From an optimization exercise on the open Yosys and OpenROAD flow, aimed at a short achievable clock period and few clock cycles; shortcuts taken in it are not production practice. Only simulation tests tie the RTL to the original design; equivalence was not proved.

Setup of lane 4:
==> flow/design.v (excerpt) <==
module ad57xx_ctrl (
    input  wire        clk,
    input  wire        rst,            
    input  wire        cfg_dual,       
    input  wire        cfg_readback,   
    input  wire        req_valid,
    output wire        req_ready,
    input  wire [3:0]  req_op,
    input  wire [1:0]  req_kind,
    input  wire [2:0]  req_sel,
    input  wire [2:0]  req_tag,
    input  wire [15:0] req_val,
    input  wire [2:0]  req_ch,
    input  wire        req_on,
    input  wire [15:0] req_value,
    input  wire [3:0]  req_cfg,
    input  wire [2:0]  req_range,
    input  wire [15:0] req_raw,
    output reg         rsp_valid,
    output reg  [1:0]  rsp_result,
    output reg  [2:0]  rsp_tag,
    output reg  [23:0] rsp_data,
    output reg  [7:0]  rsp_terr,
    output wire        tx_valid,
    output wire        tx_xfer,
    output wire [23:0] tx_frame,
    input  wire        tx_done,
    input  wire        tx_err,
    input  wire [7:0]  tx_ecode,
    input  wire [23:0] tx_rx
);
Size: roughly 200 flip-flops, about 0.0080 mm2 of cells after synthesis.
export LEC_CHECK = 0
export ABC_CLOCK_PERIOD_IN_PS = 1500
export CAP_MARGIN = 20
export CORE_MARGIN = 2
export CORE_UTILIZATION = 40
export PLACE_DENSITY = 0.6
export SETUP_SLACK_MARGIN = 4.0
export SLEW_MARGIN = 20
create_clock -name core_clock -period 6.0 [get_ports {clk}]
standard.sh (not shown) runs the stock make flow with config.mk's settings and CLKGATE_MAP_FILE= SYNTH_SCRIPT=/design/flow/synth_recipe.tcl, a recipe that flattens the netlist after the stock synthesis.
==> flow/flow/run.sh <==
#!/bin/bash
# Layout flow: the standard layout (standard.sh: ORFS synthesis through
# finish, unchanged scripts and settings), with one difference: the slow
# stacked-PMOS cells (3- and 4-input OR/NOR, and the AOI/OAI cells with three
# or four inputs in series) are added
# to the platform's don't-use list, so that neither ABC nor the resizer
# places them on the request-decode paths.  Registers are untouched: the
# don't-use list only names combinational cells.
set -euo pipefail
here=$(cd "$(dirname "${BASH_SOURCE[0]}")" && pwd)
du="$(tr '\n' ' ' < "$here/dont_use_platform.txt") $(tr '\n' ' ' < "$here/dont_use_slow.txt")"
bash standard.sh "DONT_USE_CELLS=$du" finish > standard_flow.log 2>&1
test -f out/final.def
Other scripts of this flow, unchanged in this note and not shown: flow/flow/dont_use_platform.txt, flow/flow/dont_use_slow.txt
Testbench counts of lane 4, summed over its fixed seeds: cycles 64,223.
Edits applied to the flow inputs when going from lane 4 to lane 1:
-- flow/design.v --
<<< lane 4, line 315
                            rx[2:0] | {3{rx_bad}}};
    wire [23:0] next_frame = frame_q[23] ? XCHG_FRAME : {8'h10, rx_new};
    always @(posedge clk) begin
        if (!busy) begin
            txx <= 1'b0;
            txf <= (req_valid || pend) ? f_frame : 24'd0;
        end else if (tx_done) begin
            txx <= frame_q[23];
            txf <= next_frame;
        end else begin
            txx <= xfer_q;
            txf <= frame_q;
        end
    end
    always @(posedge clk) begin
>>> lane 1, line 315
                            rx[2:0] | {3{rx_bad}}};
    wire [23:0] next_frame = frame_q[23] ? XCHG_FRAME : {8'h10, rx_new};
    wire        t_hold = busy && !tx_done;
    wire        t_next = busy && tx_done;
    wire        t_p    = !busy && usep;
    wire        t_x    = !busy && !usep;
    wire        t_xr   = t_x && !released;
    wire        t_vd   = o[2] && !o[1] && !o[0];                   
    wire        t_sp   = !o[2] && o[1] && o[0] && !p_rb;           
    wire [23:0] txf_d, frm_d;
    assign txf_d[23:16] = ({8{t_hold}} & frame_q[23:16]) | ({8{t_next}} & next_frame[23:16]) |
                          ({8{t_p}} & a_frame[23:16]) | ({8{t_xr}} & x_frame[23:16]);
    assign txf_d[15:4]  = ({12{t_hold}} & frame_q[15:4]) | ({12{t_next}} & next_frame[15:4]) |
                          ({12{t_p}} & a_frame[15:4]) |
                          ({12{t_xr && t_vd}} & req_value[15:4]) |
                          ({12{t_xr && t_sp}} & pwr_shadow[15:4]);
    assign txf_d[3:0]   = ({4{t_hold}} & frame_q[3:0]) | ({4{t_next}} & next_frame[3:0]) |
                          ({4{t_p}} & a_frame[3:0]) | ({4{t_xr}} & x_frame[3:0]);
    assign frm_d[23:16] = ({8{t_hold}} & txf[23:16]) | ({8{t_next}} & next_frame[23:16]) |
                          ({8{t_p}} & a_frame[23:16]) | ({8{t_x}} & x_frame[23:16]);
    assign frm_d[15:4]  = ({12{t_hold}} & txf[15:4]) | ({12{t_next}} & next_frame[15:4]) |
                          ({12{t_p}} & a_frame[15:4]) |
                          ({12{t_x && t_vd}} & req_value[15:4]) |
                          ({12{t_x && t_sp}} & pwr_shadow[15:4]);
    assign frm_d[3:0]   = ({4{t_hold}} & txf[3:0]) | ({4{t_next}} & next_frame[3:0]) |
                          ({4{t_p}} & a_frame[3:0]) | ({4{t_x}} & x_frame[3:0]);
    always @(posedge clk) begin
        txf     <= txf_d;
        frame_q <= frm_d;
        if (!busy)
            txx <= 1'b0;
        else if (tx_done)
            txx <= frame_q[23];
        else
            txx <= xfer_q;
    end
    always @(posedge clk) begin
<<< lane 4, line 374
            rsp_terr   <= 8'd0;
            xfer_q     <= 1'b0;
            frame_q    <= f_frame;
            last_q     <= f_last;
            spw_q      <= f_spw;
>>> lane 1, line 396
            rsp_terr   <= 8'd0;
            xfer_q     <= 1'b0;
            last_q     <= f_last;
            spw_q      <= f_spw;
<<< lane 4, line 393
            rsp_terr   <= tx_err ? tx_ecode : 8'd0;
            if (tx_done) begin
                frame_q <= next_frame;
                if (frame_q[23]) begin
                    xfer_q  <= 1'b1;
>>> lane 1, line 414
            rsp_terr   <= tx_err ? tx_ecode : 8'd0;
            if (tx_done) begin
                if (frame_q[23]) begin
                    xfer_q  <= 1'b1;
==> notes.md <==
Taking lane 4 as the reference, in lane 1 setup slack shows an increase of 0.10 ns, minimum clock period decreased by 0.10 ns relative to the old numbers. XOR/XNOR share of the synthesized area: lane 4 vs lane 1 — no meaningful difference. Lane 4 → lane 1: utilization was more or less identical, number of inserted filler cells in the final layout comparable. Going from lane 4 to lane 1, number of clock-tree buffers in the layout picked up an extra 1, hold slack shrank by 0.0073 ns.
Testbench counts of lane 1, summed over its fixed seeds: cycles 64,223.

## port drivers added, routing unchanged
No port has a modelled driver above. Below, the same layouts with a new extraction and two added sets of constraints.
Step 1, drivers: a clkbuf_16 drives clk and a buf_2 each remaining input, both assumed.
Step 2 times the ports against the registers' clock, not the clock port: input delays grow and output delays shrink by t, the midpoint of the rising clock arrivals with the driver on.
a / b / c = ideal / step 1 / step 2; a / b = the first two.
run | shift t [ns] | slack for setup (ns) | hold WS [ns] | worst setup path at the end | worst register clock-pin slew, ns
lane 4 | 0.486 | 3.791 / 3.798 / 3.312 | 0.439 / 0.439 / 0.439 | input to register | 0.08 / 0.08
lane 1 | 0.473 | 3.891 / 3.826 / 3.353 | 0.432 / 0.432 / 0.432 | input to register | 0.08 / 0.08
After both steps setup and hold are still met in every run listed. The setup slack of lane 1, which loses most, moves by -0.065 ns with the drivers and by -0.538 ns with both steps.
